This is an optimization exercise on Yosys and OpenROAD, whose aim is small area, a short achievable clock period and few clock cycles per item, not a production implementation. Function was checked by simulation only, so behaviour that the tests miss may differ from the original. Power is estimated from default activity; no workload was simulated.

===== flow/design.v =====
module ble_tx (
    input  wire       clk,
    input  wire       rst,
    input  wire       start_valid,
    output wire       start_ready,
    input  wire [5:0] start_channel,
    input  wire [1:0] start_phy,
    input  wire [4:0] start_plen,
    input  wire       in_valid,
    output wire       in_ready,
    input  wire [7:0] in_data,
    output reg        out_valid,
    input  wire       out_ready,
    output reg  [7:0] out_data,
    output reg        out_last
);
    localparam [3:0] SEG_IDLE  = 4'd0,
                     SEG_PRE   = 4'd1,
                     SEG_AA    = 4'd2,
                     SEG_CI    = 4'd3,
                     SEG_TERM1 = 4'd4,
                     SEG_PDU   = 4'd5,
                     SEG_CRC   = 4'd6,
                     SEG_TERM2 = 4'd7,
                     SEG_LOAD  = 4'd8;
    localparam [7:0]  PRE_UNCODED = 8'h55;
    localparam [7:0]  PRE_CODED   = 8'h3C;
    localparam [31:0] AA_BITS   = 32'h6B7D9171;   
    localparam [23:0] CRC_POLY  = 24'h00065B;
    localparam [23:0] CRC_INIT  = 24'h555555;
    reg [3:0]  seg;
    reg [6:0]  cnt;         
    reg [1:0]  phy;
    reg [4:0]  plen;        
    reg [5:0]  idx;         
    reg [7:0]  buf_mem [0:36];  
    reg [7:0]  sh;          
    reg [3:0]  sh_cnt;      
    reg [23:0] crc;
    reg [6:0]  lfsr;
    reg [2:0]  fec;         
    reg [7:0]  pk;          
    reg [2:0]  pk_cnt;
    wire coded = phy[1];
    assign start_ready = (seg == SEG_IDLE);
    assign in_ready    = (seg == SEG_LOAD);
    wire start_fire = start_valid && start_ready;
    wire in_fire    = in_valid && in_ready;
    wire [5:0] n_in  = 6'd6 + {1'b0, plen};    
    wire [5:0] n_pdu = 6'd8 + {1'b0, plen};    
    function [7:0] rev8(input [7:0] x);
        integer b;
        begin
            for (b = 0; b < 8; b = b + 1)
                rev8[b] = x[7-b];
        end
    endfunction
    reg [7:0] pdu_byte;
    always @(*) begin
        if (idx == 6'd0)
            pdu_byte = 8'h40;                         
        else if (idx == 6'd1)
            pdu_byte = rev8({2'b00, n_in});           
        else if (idx < 6'd8)
            pdu_byte = rev8(buf_mem[6'd7 - idx]);
        else
            pdu_byte = rev8(buf_mem[6'd13 + {1'b0, plen} - idx]);
    end
    wire pdu_load = (seg == SEG_PDU) && (sh_cnt == 4'd0) && (idx != n_pdu);
    reg       bit_avail;
    reg       raw_bit;      
    reg       last_in_seg;
    always @(*) begin
        bit_avail   = 1'b1;
        raw_bit     = 1'b0;
        last_in_seg = (cnt == 7'd0);
        case (seg)
            SEG_IDLE:  bit_avail = 1'b0;
            SEG_LOAD:  bit_avail = 1'b0;
            SEG_PRE:   raw_bit = coded ? PRE_CODED[cnt[2:0]] : PRE_UNCODED[cnt[2:0]];
            SEG_AA:    raw_bit = AA_BITS[cnt[4:0]];
            SEG_CI:    raw_bit = (phy == 2'd2) && (cnt == 7'd1);
            SEG_TERM1: raw_bit = 1'b0;
            SEG_PDU: begin
                bit_avail   = (sh_cnt != 4'd0);
                raw_bit     = sh[7];
                last_in_seg = (idx == n_pdu) && (sh_cnt == 4'd1);
            end
            SEG_CRC:   raw_bit = crc[23];
            SEG_TERM2: raw_bit = 1'b0;
            default:   bit_avail = 1'b0;
        endcase
    end
    wire adv = bit_avail && (!out_valid || out_ready);
    wire whiten   = (seg == SEG_PDU) || (seg == SEG_CRC);
    wire wbit     = lfsr[6];
    wire frame_bit = raw_bit ^ (whiten & wbit);
    reg [1:0] mode;
    always @(*) begin
        if (!coded || seg == SEG_PRE)
            mode = 2'd0;
        else if (seg == SEG_AA || seg == SEG_CI || seg == SEG_TERM1 || phy == 2'd3)
            mode = 2'd1;
        else
            mode = 2'd2;
    end
    wire a1 = frame_bit ^ fec[1] ^ fec[2];
    wire a0 = a1 ^ fec[0];
    wire [7:0] s8_byte = a0 ? (a1 ? 8'hCC : 8'hC3) : (a1 ? 8'h3C : 8'h33);
    reg [7:0] pk_next;
    reg       byte_done;
    always @(*) begin
        case (mode)
            2'd1: begin
                pk_next   = s8_byte;
                byte_done = 1'b1;
            end
            2'd2: begin
                pk_next   = {pk[5:0], a0, a1};
                byte_done = (pk_cnt == 3'd3);
            end
            default: begin
                pk_next   = {pk[6:0], frame_bit};
                byte_done = (pk_cnt == 3'd7);
            end
        endcase
    end
    wire pkt_end = last_in_seg && (seg == SEG_TERM2 || (seg == SEG_CRC && !coded));
    always @(posedge clk) begin
        if (rst) begin
            seg        <= SEG_IDLE;
            cnt        <= 7'd0;
            phy        <= 2'd0;
            plen       <= 5'd0;
            idx        <= 6'd0;
            sh         <= 8'd0;
            sh_cnt     <= 4'd0;
            crc        <= CRC_INIT;
            lfsr       <= 7'd0;
            fec        <= 3'd0;
            pk         <= 8'd0;
            pk_cnt     <= 3'd0;
            out_valid  <= 1'b0;
            out_data   <= 8'd0;
            out_last   <= 1'b0;
        end else begin
            if (out_valid && out_ready)
                out_valid <= 1'b0;
            if (start_fire) begin
                seg        <= SEG_LOAD;
                phy        <= start_phy;
                plen       <= start_plen;
                idx        <= 6'd0;
                sh_cnt     <= 4'd0;
                crc        <= CRC_INIT;
                lfsr       <= {start_channel[0], start_channel[1], start_channel[2],
                               start_channel[3], start_channel[4], start_channel[5], 1'b1};
                fec        <= 3'd0;
                pk_cnt     <= 3'd0;
            end
            if (in_fire) begin
                buf_mem[idx] <= in_data;
                if (idx == n_in - 6'd1) begin
                    seg <= SEG_PRE;
                    idx <= 6'd0;
                    cnt <= phy[1] ? 7'd79 : (phy[0] ? 7'd15 : 7'd7);
                end else begin
                    idx <= idx + 6'd1;
                end
            end
            if (pdu_load) begin
                sh     <= pdu_byte;
                sh_cnt <= 4'd8;
                idx    <= idx + 6'd1;
            end
            if (adv) begin
                if (seg == SEG_PDU) begin
                    sh     <= {sh[6:0], 1'b0};
                    sh_cnt <= sh_cnt - 4'd1;
                    crc    <= {crc[22:0], 1'b0} ^ ((crc[23] ^ raw_bit) ? CRC_POLY : 24'd0);
                end else if (seg == SEG_CRC) begin
                    crc    <= {crc[22:0], 1'b0};
                end
                if (whiten)
                    lfsr <= {lfsr[5:0], wbit} ^ (wbit ? 7'h10 : 7'h00);
                if (mode != 2'd0)
                    fec <= {fec[1:0], frame_bit};
                if (byte_done) begin
                    pk_cnt    <= 3'd0;
                    out_valid <= 1'b1;
                    out_data  <= pk_next;
                    out_last  <= pkt_end;
                end else begin
                    pk_cnt    <= pk_cnt + 3'd1;
                    pk        <= pk_next;
                end
                if (seg != SEG_PDU)
                    cnt <= cnt - 7'd1;
                if (last_in_seg) begin
                    case (seg)
                        SEG_PRE: begin
                            seg <= SEG_AA;
                            cnt <= 7'd31;
                        end
                        SEG_AA: begin
                            if (coded) begin
                                seg <= SEG_CI;
                                cnt <= 7'd1;
                            end else begin
                                seg <= SEG_PDU;
                            end
                        end
                        SEG_CI: begin
                            seg <= SEG_TERM1;
                            cnt <= 7'd2;
                        end
                        SEG_TERM1: seg <= SEG_PDU;
                        SEG_PDU: begin
                            seg <= SEG_CRC;
                            cnt <= 7'd23;
                        end
                        SEG_CRC: begin
                            if (coded) begin
                                seg <= SEG_TERM2;
                                cnt <= (phy == 2'd3) ? 7'd2 : 7'd3;
                            end else begin
                                seg <= SEG_IDLE;
                            end
                        end
                        default: seg <= SEG_IDLE;
                    endcase
                end
            end
        end
    end
endmodule

===== flow/run.sh =====
#!/bin/bash
# synth_recipe.tcl (not shown) runs the flow's synth.tcl, then flattens the netlist and writes it again
# the make line also repeats each setting of config.mk as NAME=value (left out here)
make -C /OpenROAD-flow-scripts/flow DESIGN_CONFIG=/design/flow/config.mk WORK_HOME=/design/flow/orfs CLKGATE_MAP_FILE= SYNTH_SCRIPT=/design/flow/synth_recipe.tcl finish

===== flow/config.mk =====
export PLATFORM = sky130hd
export DESIGN_NAME = ble_tx
export DESIGN_NICKNAME = ble_tx
export VERILOG_FILES = /design/flow/design.v
export SDC_FILE = /design/flow/constraint.sdc
export NUM_CORES = 4
export LEC_CHECK = 0
export CAP_MARGIN = 20
export CORE_MARGIN = 2
export CORE_UTILIZATION = 40
export PLACE_DENSITY = 0.6
export SLEW_MARGIN = 20

===== flow/constraint.sdc =====
create_clock -name core_clock -period 5.0 [get_ports {clk}]
set_input_delay 1.0000 -clock core_clock [delete_from_list [all_inputs] [get_ports {clk}]]
set_output_delay 1.0000 -clock core_clock [all_outputs]
set_load 0.01 [all_outputs]

==> summary.txt <==
Status
  • Outcome: timing/DRC/antenna clean

GRT
  • Vias in the first global route: 12042
  • Pin count of the biggest net entering global routing: 68
  • Initial antenna violation count: 0
  • Global Route Usage Sum: 0.212
  • Gr ovfl total: 0
  • First-pass GRT wire length: 76100 um

Power
  • Pwr Density: 351 nW/um^2
  • Leak: 6.60 nW
  • Peak VDD IR: 0.284 mV

Synth
  • Syn Area/Cell: 13.1 um^2
  • Cells after Synth: 1407
  • Top cell type's share of synthesized area: 0.482
  • Distinct cells, synth: 86
  • #FFs+latches synth: 386
  • Cell Area, Synth: 18400 um^2
  • Post-Syn Nets: 1461
  • Seq/Total Area, Yosys: 0.580
  • Top FF cell, synth: edfxtp_1
  • Largest cells by area after synthesis: edfxtp_1, mux4_2, dfxtp_1
  • Synthesis Warnings: 1
  • Async SR Flop Fraction: 0
  • Post-synth EDFFs: 296
  • Yosys top cell by area: edfxtp_1

Floorplan
  • Core area: 45500 um^2
  • IO Pins: 38
  • Full die area: 47800 um^2
  • Initial Util: 0.406
  • FP Rows: 78
  • Die H: 219 um
  • Die X-Extent: 219 um

STA
  • Slew Viols, Final: 0
  • Layout Skew: 0.0211 ns
  • Max Fclk: 253 MHz
  • Final setup TNS: 0 ns
  • Final Setup Violations: 0
  • Slew headroom: 0.234
  • RSZ-0062 raised after global routing: no
  • Final period utilization: 0.791
  • Final Critical Period: 3.96 ns
  • Worst-margin pin slew: 1.12 ns
  • Fin. Hold Viols: 0
  • Hold slack: 0.450 ns

Min path
  • Hold Crit Start: crc[4]
  • Hold Crit Depth: 2
  • Hold endpoint: crc[5]
  • Hold Path Class: register to register

Clocking
  • CTS Hold Bufs: 0
  • Post-CTS setup repair buffer count: 0
  • H-tree Lvls: 2
  • CTS tree: built
  • Clk Latency, worst-skew pair: 0.59 ns
  • CTS root buffer: clkbuf_16
  • Clock transition at path regs: 0.06 ns
  • Post-CTS sizing: 0
  • Clk sinks: 386
  • Longest Clk Path Bufs: 3
  • CTS Buf Count: 42

Worst setup path
  • CP max stage delay: 0.99 ns
  • Critical path's slowest cell: fa_1
  • R2R depth: 13
  • Critical path cell sequence: inv_1, ha_1, inv_1, ha_4, inv_1, fa_1, inv_1, nor2_1, a22oi_1, a21o_1, a2111oi_0, a2111oi_0, a211oi_1
  • FF-to-FF End: sh[2]
  • CP most frequent cell: inv_1
  • CP Launch Type: register
  • Reg2reg start: plen[1]
  • WP data required: 5.50 ns
  • Setup crit end kind: register
  • WS Path Type: register to register
  • Critical-path maximum fanout: 12
  • Internal reg-to-reg setup slack: 1.04 ns
  • CP arrival: 4.45 ns

Layout
  • Layout Nets: 1480
  • Share of layout cells above drive strength 1: 0.157
  • Most common cell after layout, fill and taps aside: edfxtp_1
  • Commonest non-fill, non-tap cells in the layout: edfxtp_1, nor2_1, nand2_1, mux4_2, dfxtp_1
  • Area grow syn2layout: 12.8%
  • # diodes: 0

Route
  • Pre-antenna DRT Iters: 5
  • Routed vias/inst: 5.98
  • Final ANT Viol Nets: 0
  • WL/cell: 24.4 um
  • # DRC: 0
  • Via count: 12298
  • DRT iter0 DRCs: 1167
  • Routed WL: 50200 um

Place
  • GP Congestion: 0.938
  • Hpwl dp: 33300 um
  • Port bufs: 37

Job
  • Maxcap violations: 0
[per-stage QoR]
stage               utilization  area [um^2]  std cells  power, mW  setup slack [ns]
floorplan                     -        18400       1407       4.06              1.06
global placement          0.427        19400       1980       4.32              1.24
detailed placement        0.428        19400       1982       4.33              1.16
CTS                       0.457        20800       2055       7.36              1.13
global route              0.457        20800       2055       7.54             0.721
finish                    0.457        20800       2055       7.30              1.04
[layer usage]
metal	track usage	routed length (um)	vias to the layer above
li1	-	-	5519
met1	0.285	20800	6145
met2	0.331	23300	522
met3	0.0484	4080	112
met4	0.0892	1950	0
met5	0	0	-
[worst max-delay path: cells and delay by family, from the launching register on]
family | cells | cell delay, ns
buf+inv | 4 | 0.47
compound gates | 5 | 1.27
simple gates | 1 | 0.28
flops | 1 | 0.43
fa+ha+maj | 3 | 1.41
[worst max-delay path by stage]
stage	startpoint	endpoint	cells after the start
6_report	plen[1]	sh[2]	13
5_1_grt	plen[1]	sh[2]	13
4_1_cts	plen[1]	sh[2]	13
3_5_place_dp	plen[1]	sh[2]	13
3_3_place_gp	plen[1]	sh[2]	13
2_1_floorplan	idx[0]	register	15
[synth_stat cells, types with 6 or more instances]
library cell  instances
mux4_2               87
nand3_1              34
and3_1                8
nor3_1               30
inv_1                34
dfxtp_1              90
a311oi_1             16
or3_1                11
nand2_1              96
clkbuf_1             54
a2111oi_0             7
a21oi_1              77
nor2_1              124
o22ai_1              22
mux2_2               16
o21ai_0              58
edfxtp_1            296
buf_2                20
buf_4                 6
o221ai_1             10
mux2i_1              41
nand2b_1             12
xor2_1                9
ha_1                 27
xnor2_1              26
o211ai_1              6
a31oi_1              12
buf_1                12
nand4_1               9
a211oi_1             21
nor2b_1               8
[flip-flops by register name, summed over array words and instances (netlist names), named ones only]
register   count
pk_cnt         3
buf_mem      296
sh             7
crc           24
out_last       1
lfsr           7
sh_cnt         4
idx            6
out_data       8
cnt            7
plen           5
seg            4
out_valid      1
pk             7
fec            3
phy            2
[power by group]
part / switching (mW) / internal, mW
logic: 0.449 / 0.321
registers: 0.0284 / 3.47
clock network: 1.29 / 1.75
total: 1.77 / 5.54
[final cells by class]
type                       instances  area (um^2)
clock inverter                    23          241
fill                            4125        24700
timing repair buffer              70          628
tap                              600          751
clock buffer                      50         1110
multi-input combinational        890         7240
sequential                       386        10700
inverter                          36          135
[logic make-up after synthesis]
family                   Yosys count  synth area share
adder cells (fa/ha/maj)           28            0.0194
AND/OR/NAND/NOR                  378            0.0985
AO/OA/AOI/OAI                    298             0.109
buffers and inverters            131            0.0305
XOR/XNOR                          41            0.0233
flip-flops                       386             0.580
multiplexers                     145             0.140
Testbench counts, summed over its fixed seeds: cycles 130,837, packets 384.

separate check: timing with driven ports:
In the flow no input, the clock included, has a driving cell. The finished layout below was timed again as built, in two steps.
Step 1, drivers: a clkbuf_16 drives clk and a buf_2 each remaining input, both assumed.
Step 2 moves the port delays by t, midway between the first and last clock arrival at a register: inputs arrive t later, outputs are due t later. That takes back most of the time a late clock gives input paths.
a / b / c = ideal / step 1 / step 2; a / b = the first two.
t, ns: 0.635
setup slack, ns: 1.044 / 1.044 / 1.044
worst register clock-pin slew, ns: 0.06 / 0.06
worst data-port slew with drivers (ns): 0.03
cell pins on the clock port's net: 1
After both steps setup and hold are still met in this run. For this run, drivers alone change the setup slack by 0.000 ns; drivers and shift together by 0.000 ns.
